This is an optimization exercise on Yosys and OpenROAD, whose aim is small area, a short achievable clock period and few clock cycles, not a production implementation. The RTL was checked by simulation tests, not by an equivalence proof against the original design. Power and IR drop assume default switching activity.

**config.mk**
```make
export PLATFORM = sky130hd
export DESIGN_NAME = rq_core
export DESIGN_NICKNAME = rq_core
export VERILOG_FILES = /design/flow/design.v
export SDC_FILE = /design/flow/constraint.sdc
export NUM_CORES = 4
export LEC_CHECK = 0
export CAP_MARGIN = 20
export CORE_MARGIN = 2
export CORE_UTILIZATION = 40
export SLEW_MARGIN = 20
```
**constraint.sdc**
```tcl
create_clock -name core_clock -period 12.0 [get_ports {clk}]
set_input_delay 2.4000 -clock core_clock [delete_from_list [all_inputs] [get_ports {clk}]]
set_output_delay 2.4000 -clock core_clock [all_outputs]
set_load 0.01 [all_outputs]
```
**design.v**
```verilog
module rq_qnt (
    input  wire [31:0] w,
    output wire [15:0] q
);
    wire        s = w[31];
    wire [7:0]  e = w[30:23];
    wire [22:0] f = w[22:0];
    wire [23:0] m  = {1'b1, f};
    wire [38:0] p  = {m, 15'd0} - {15'd0, m};
    wire [16:0] pt = p[38:22];
    wire [4:0]  a  = {~e[4], ~e[3:0]};
    wire [16:0] t  = pt >> a;
    wire exact = (e == 8'd127 && f[21:0] == 22'd0) || (e == 8'd126 && f == 23'd0);
    wire        inc = t[0] & (~s | ~exact);
    wire [15:0] h   = t[16:1];
    wire [16:0] r   = {s, h ^ {16{s}}} + {16'd0, inc ^ s};
    wire        ovf = r[16] ^ r[15];
    wire nan  = (e == 8'd255) && (f != 23'd0);
    wire big  = e[7];                        
    wire tiny = ~e[7] & ~(e[6:4] == 3'b111) & ~(e[6:0] == 7'h6f);   
    assign q = (nan | tiny) ? 16'h0000 :
               (big | ovf)  ? {s, {15{~s}}} : r[15:0];
endmodule
module rq_core (
    input  wire        clk,
    input  wire        rst,         
    input  wire        cmd_valid,
    output wire        cmd_ready,
    input  wire [31:0] cmd_data,
    output reg         out_valid,
    output reg  [15:0] out_data
);
    localparam [1:0] ST_UNCONF = 2'd0, ST_READY = 2'd1, ST_ERROR = 2'd2;
    localparam [2:0] C_CFG_TARGET = 3'd1, C_CFG_RATES = 3'd2,
                     C_PROTOCOL   = 3'd3, C_ILLEGAL   = 3'd4;
    localparam [3:0] P_HDR   = 4'd0,    
                     P_CFG   = 4'd1,    
                     P_PRATE = 4'd2,    
                     P_DIV   = 4'd3,    
                     P_CHK   = 4'd4,    
                     P_EMIT0 = 4'd5,    
                     P_EMIT1 = 4'd6,    
                     P_SAMP  = 4'd7,    
                     P_DROP  = 4'd8;    
    reg [1:0]  state;
    reg [2:0]  cause;
    reg [30:0] trate;         
    reg [3:0]  phase;
    reg        is_err;        
    reg        first;         
    reg [31:0] nrate;         
    reg [23:0] remain;        
    reg [23:0] qr;            
    reg [4:0]  cnt;           
    reg [32:0] acc;           
    reg        s_valid;
    reg [31:0] s_data;
    wire       rdy_e1 = (phase == P_EMIT1) && !is_err && (remain != 24'd0);
    assign cmd_ready = (phase == P_HDR) || (phase == P_CFG) || (phase == P_PRATE) ||
                       (phase == P_SAMP) || (phase == P_DROP) || rdy_e1;
    wire       hs   = cmd_valid & cmd_ready;
    wire [7:0] op   = cmd_data[31:24];
    wire [23:0] len = cmd_data[23:0];
    wire [15:0] q;
    rq_qnt u_qnt (.w(s_data), .q(q));
    wire [33:0] sub_r  = {1'b0, acc} - {3'b0, nrate[30:0]};      
    wire        ge     = ~sub_r[33];
    wire        qnz    = (qr != 24'd0);
    wire        pick   = acc[32] & qnz;
    wire        addr   = pick | first;
    wire [32:0] step   = acc - {1'b0, trate, 1'b0} + (addr ? {nrate[31:0], 1'b0} : 33'd0);
    always @(posedge clk) begin
        s_data <= cmd_data;
        if (rst) begin
            state     <= ST_UNCONF;
            cause     <= 3'd0;
            phase     <= P_HDR;
            out_valid <= 1'b0;
            s_valid   <= 1'b0;
            first     <= 1'b0;
        end else begin
            out_valid <= 1'b0;
            s_valid   <= 1'b0;
            if (s_valid) begin
                out_valid <= 1'b1;
                out_data  <= q;
            end
            case (phase)
            P_HDR: if (hs) begin
                remain <= len;
                if (len[23:10] == 14'd0) begin
                    qr  <= {len[9:0], 14'd0};
                    cnt <= 5'd10;
                end else begin
                    qr  <= len;
                    cnt <= 5'd24;
                end
                if (cmd_data == 32'h0300_0000) begin
                    state <= ST_UNCONF;
                    cause <= 3'd0;
                end else if (cmd_data == 32'h0100_0000) begin
                    phase <= P_CFG;
                end else if (op == 8'h02) begin
                    phase <= P_PRATE;
                end else if (state != ST_ERROR) begin
                    state  <= ST_ERROR;
                    cause  <= C_ILLEGAL;
                    is_err <= 1'b1;
                    remain <= 24'd0;
                    phase  <= P_EMIT0;
                end
            end
            P_CFG: if (hs) begin
                phase <= P_HDR;
                if (state == ST_ERROR) begin
                end else if (state == ST_READY) begin
                    state  <= ST_ERROR;
                    cause  <= C_PROTOCOL;
                    is_err <= 1'b1;
                    remain <= 24'd0;
                    phase  <= P_EMIT0;
                end else if (cmd_data[31] || cmd_data == 32'd0) begin
                    state  <= ST_ERROR;
                    cause  <= C_CFG_TARGET;
                    is_err <= 1'b1;
                    remain <= 24'd0;
                    phase  <= P_EMIT0;
                end else begin
                    trate <= cmd_data[30:0];
                    state <= ST_READY;
                end
            end
            P_PRATE: if (hs) begin
                nrate <= cmd_data;
                acc   <= 33'd0;
                if (state == ST_ERROR) begin
                    phase <= (remain == 24'd0) ? P_HDR : P_DROP;
                end else if (state == ST_UNCONF) begin
                    state  <= ST_ERROR;
                    cause  <= C_PROTOCOL;
                    is_err <= 1'b1;
                    phase  <= P_EMIT0;
                end else begin
                    is_err <= 1'b0;
                    first  <= 1'b1;
                    phase  <= P_DIV;
                end
            end
            P_DIV: begin
                first <= 1'b0;
                if (first && (nrate[31] || step[32])) begin
                    state  <= ST_ERROR;
                    cause  <= C_CFG_RATES;
                    is_err <= 1'b1;
                    phase  <= P_EMIT0;
                end else if (ge && !first) begin
                    acc <= sub_r[32:0];
                    qr  <= qr + 24'd1;
                end else if (cnt != 5'd0) begin
                    acc <= {acc[31:0], 1'b0} + (qr[23] ? {2'b0, trate} : 33'd0);
                    qr  <= {qr[22:0], 1'b0};
                    cnt <= cnt - 5'd1;
                end else begin
                    acc   <= {acc[31:0], 1'b0};
                    phase <= P_CHK;
                end
            end
            P_CHK: begin
                if (ge) qr <= qr + 24'd1;
                acc   <= {2'b0, trate};
                phase <= P_EMIT0;
            end
            P_EMIT0: begin
                out_valid <= 1'b1;
                out_data  <= is_err ? 16'he000 : {8'h10, qr[23:16]};
                acc       <= step;                
                phase     <= P_EMIT1;
            end
            P_EMIT1: begin
                out_valid <= 1'b1;
                out_data  <= is_err ? {13'd0, cause} : qr[15:0];
                if (remain == 24'd0) phase <= P_HDR;
                else if (is_err)     phase <= P_DROP;
                else                 phase <= P_SAMP;
                if (hs) begin
                    s_valid <= pick;
                    acc     <= step;
                    qr      <= qr - {23'd0, pick};
                    remain  <= remain - 24'd1;
                    if (remain == 24'd1) phase <= P_HDR;
                end
            end
            P_SAMP: if (hs) begin
                s_valid <= pick;
                acc     <= step;
                qr      <= qr - {23'd0, pick};
                remain  <= remain - 24'd1;
                if (remain == 24'd1) phase <= P_HDR;
            end
            P_DROP: if (hs) begin
                remain <= remain - 24'd1;
                if (remain == 24'd1) phase <= P_HDR;
            end
            default: phase <= P_HDR;
            endcase
        end
    end
endmodule
```
**run.sh**
```bash
#!/bin/bash
# synth_recipe.tcl (not shown) runs the flow's synth.tcl, then flattens the netlist and writes it again
# the make line also repeats each setting of config.mk as NAME=value (left out here)
make -C /OpenROAD-flow-scripts/flow DESIGN_CONFIG=/design/flow/config.mk WORK_HOME=/design/flow/orfs CLKGATE_MAP_FILE= SYNTH_SCRIPT=/design/flow/synth_recipe.tcl finish
```
==> metrics.md <==
| Metric | Value |
|---|---|
| Status | complete, no violations |
| Setup crit start kind | flop |
| Vias per cell | 6.24 |
| Worst clock skew | 0.0225 ns |
| Crit. path cell count | 23 |
| Tcrit/Tclk final | 63.9% |
| Post CTS Setup Buffer Count | 0 |
| Setup CP Type | reg -> reg |
| CTS resizes | 0 |
| Simple-Gate Fraction of Synth Area | 19.7% |
| # fillers | 4,753 |
| Cells after Synth | 2,355 |
| CTS tree | done |
| Post-synth top flop | edfxtp_1 |
| Nets | 2,528 |
| Io pins | 53 |
| Area after DPL | 0.0206 mm² |
| R2R Setup Slk | 4.33 ns |
| Slew @ Worst Pin | 1.10 ns |
| Gpl congestion | 0.946 |
| Peak supply drop | 0.000135 V |
| Area growth from synthesis to layout | 10.1% |
| Worst-path clk slew | 0.07 ns |
| Critical R2R Launch | qr[3] |
| Final wirelength | 67.4 mm |
| Crit-path max FO | 33 |
| Synth Area in Compound Gates | 25.7% |
| Gr usage total | 26.3% |
| CP cell instances | nor4_1 -> nand3_1 -> o21ai_0 -> nand2b_1 -> buf_4 -> nand2_1 -> fa_1 -> inv_1 -> ha_1 -> nor2b_1 -> o21ai_0 -> a21boi_1 -> o21a_1 -> o21ai_1 -> a31oi_1 -> a2111oi_0 -> o21ai_0 -> a21o_1 -> a311oi_1 -> nor2_1 -> a311oi_1 -> nor2b_4 -> buf_4 |
| Final non-filler cell total | 2,987 |
| Fraction of synthesized area in multiplexers | 0.958% |
| Die height | 225 µm |
| Ys async rst share | 0% |
| CTS max path bufs | 3 |
| CP peak stage delay | 0.87 ns |
| Seq/Total Area, Yosys | 30.1% |
| Design area | 0.0214 mm² |
| Iteration-0 DRC Markers | 2,193 |
| Crit-path leading delay family | compound AO/OA/AOI/OAI gates |
| Mapped Area | 0.0195 mm² |
| CTS Sinks | 210 |
| Number of global-route vias before repair | 17.5k |
| H-tree Lvls | 1 |
| Register area | 0.00587 mm² |
| Crit-path slowest cell | a2111oi_0 |
| Hold-fix buffers at CTS | 0 |
| Total power | 4.03 mW |
| Die ar. | 0.0505 mm² |
| Post-DP HPWL | 47.6 mm |
| Post-Synth Adder-Cell Area | 10.6% |
| Routed WL per cell | 22.6 µm |
| Synthesized-area fraction occupied by xor and xnor cells | 6.65% |
| Fmax | 130 MHz |
| Max_slew headroom | 26.5% |
| Setup TNS | 0 ns |
| Worst path bufs/invs | 3 |
| Die width | 225 µm |
| Met2 Use GR | 40.5% |
| Setup repair after global routing missed its margin | false |
| Initial core utilization | 40.7% |
| R2r worst-path depth | 23 |
| Cts bufs inserted | 26 |
| # DRC | 0 |
| Unique cell type count in the Yosys netlist | 99 |
| Core area | 0.0478 mm² |
| Critical path endpoint | acc[24] |
| Total grt overflow | 0 |
| Final hold vios | 0 |
| Largest net degree at the start of global routing | 52 |
| Leakage | 8.37 nW |
| Hold Crit Class | reg -> reg |
| Crit path from | qr[3] |
| Synthesized flop and latch total | 210 |
| Crit path DAT | 7.87 ns |
| Fin Hold WS | 0.505 ns |
| GRT met1 Usage | 37.4% |
| CTS root buffer | clkbuf_16 |
| Setup violators final | 0 |
| Worst skew pair latency | 0.57 ns |
| Placed Cells incl. Taps | 2,937 |
| Tmin final | 7.67 ns |
| Worst path required time | 12.20 ns |
| Yosys warning count | 1 |
| First-pass DRT Iterations | 9 |
| Via count | 18.6k |
| Number of flops mapped to enable cells by yosys | 166 |
| Area of the multi-input gates | 0.0124 mm² |
| Max-slew violations | 0 |
| Row Count | 80 |
| GR peak layer | met2 |
| Worst reg2reg path endpoint | acc[24] |
| Mean post-synth cell area | 8.27 µm² |
| P per Cell Area | 188 mW/mm² |
| Port buffer count | 52 |
| # Max-Cap Violations | 0 |
| Post-DRT Antenna Nets | 0 |
| Syn nets | 2,533 |
| Share of cells above drive strength 1 | 6.33% |
| Initial antenna violation count | 2 |
| Final Core Density | 44.8% |
| CP endpoint kind | flop |
| First-pass GRT wire length | 104 mm |
| Setup ws final | 4.33 ns |
| Largest family of logic cells by synthesized area | compound AO/OA/AOI/OAI gates |
| DP Worst Slack | 4.50 ns |
| Most Frequent Cell on Critical Path | o21ai_0 |
| Met3 Usage GRT | 3.93% |
[sequential cells by signal (all words and copies together), names as in the netlist]
name / cells
acc: 33
nrate: 32
s_data: 32
trate: 31
qr: 24
remain: 24
out_data: 16
cnt: 5
phase: 4
cause: 3
state: 2
first: 1
is_err: 1
out_valid: 1
s_valid: 1
[Yosys cell counts (50+ instances only)]
| master | count | area [µm²] |
|---|---|---|
| inv_1 | 186 | 698 |
| nor3_1 | 63 | 315 |
| clkbuf_1 | 112 | 420 |
| ha_1 | 109 | 1360 |
| a21o_1 | 51 | 383 |
| xnor2_1 | 95 | 832 |
| xor2_1 | 50 | 438 |
| nand3_1 | 59 | 295 |
| nand2_1 | 241 | 905 |
| a21oi_1 | 178 | 891 |
| o21ai_0 | 133 | 666 |
| edfxtp_1 | 166 | 4980 |
| nor2_1 | 186 | 698 |
[cell usage in the layout (no fill, tap or decap), types with 14 or more instances in the layout]
cell               n
nand4_1           24
nor2b_1           20
fa_1              34
clkdlybuf4s50_1   52
and3_1            22
o221ai_1          17
edfxtp_1         166
o211ai_1          41
clkbuf_16         26
nand3_1           59
and2_1            48
o21ai_0          133
nand2_1          240
a21oi_1          178
ha_1             109
a31oi_1           28
xor2_1            50
a211oi_1          26
buf_4             44
o31ai_1           16
a22oi_1           14
nor4_1            31
nor3_1            63
nand2b_1          14
a21o_1            51
nor2_1           182
dfxtp_1           44
inv_1            186
o21a_1            17
o22ai_1           34
xnor2_1           95
[worst reg2reg max path, delay by kind of cell (launching register included)]
family	cells	cell delay (ns)
AO/OA/AOI/OAI	11	3.55
adder cells (fa/ha/maj)	2	0.69
buffers and inverters	3	0.86
AND/OR/NAND/NOR	7	1.60
flip-flops	1	0.59
[area by class of cell]
class,count,share of cell area (%)
multi-input combinational,1826,58.0
inverter,190,3.33
clock inverter,16,0.589
timing repair buffer,96,3.97
antenna,2,0.0233
sequential,210,27.4
tap,615,3.59
clock buffer,32,3.19
[worst min path at each step]
stage          startpoint        end  cells past startpoint
3_3_place_gp     state[1]   state[1]                      2
6_report         cause[1]   cause[1]                      2
3_5_place_dp     state[1]   state[1]                      2
2_1_floorplan     s_valid  out_valid                      2
4_1_cts          state[1]   state[1]                      2
5_1_grt          cause[0]   cause[0]                      2
[kinds of logic (layout without fill, tap and decap cells)]
kind of cell	count (synthesis)	in the layout
AO/OA/AOI/OAI	733	733
flip-flops	210	210
other	0	2
XOR/XNOR	146	146
AND/OR/NAND/NOR	785	785
buffers and inverters	319	334
adder cells (fa/ha/maj)	144	144
multiplexers	18	18
[report_power, final]
group          internal (mW)  leakage [nW]  total (mW)  switching, mW
registers              0.969          1.89        1.11          0.141
logic                  0.816          6.09        2.15           1.33
clock network          0.428         0.390       0.771          0.343
total                   2.21          8.37        4.03           1.81
[layer usage]
metal	share of wire (%)	routed length, µm	vias up
li1	-	-	8655
met2	44	29400	893
met3	8.6	5830	121
met5	0	0	-
met4	3.5	2380	0
met1	44	29700	8955
Testbench counts, summed over its fixed seeds: cycles 77,638.

==> static timing again, ports no longer ideal <==
No port has a modelled driver above. Below, the same layout with a new extraction and two added sets of constraints. Step 1: set_driving_cell puts a clkbuf_16 on clk and a buf_2 on each other input, an assumption about the parent block. Step 2 also shifts input and output timing later by t, the mid clock arrival at the registers, as if the neighbouring blocks saw the same clock. Three values: ideal ports, drivers, drivers and shift; two values: the first two.
t, ns: 0.611
slack for setup (ns): 4.332 / 4.332 / 4.332
worst setup path after step 2: register to register
latest minus earliest clock arrival (ns): 0.023 / 0.023
slew at the worst register clock pin (ns): 0.07 / 0.07
After both steps setup and hold are still met in this run. For this run, drivers alone change the setup slack by 0.000 ns; drivers and shift together by 0.000 ns.
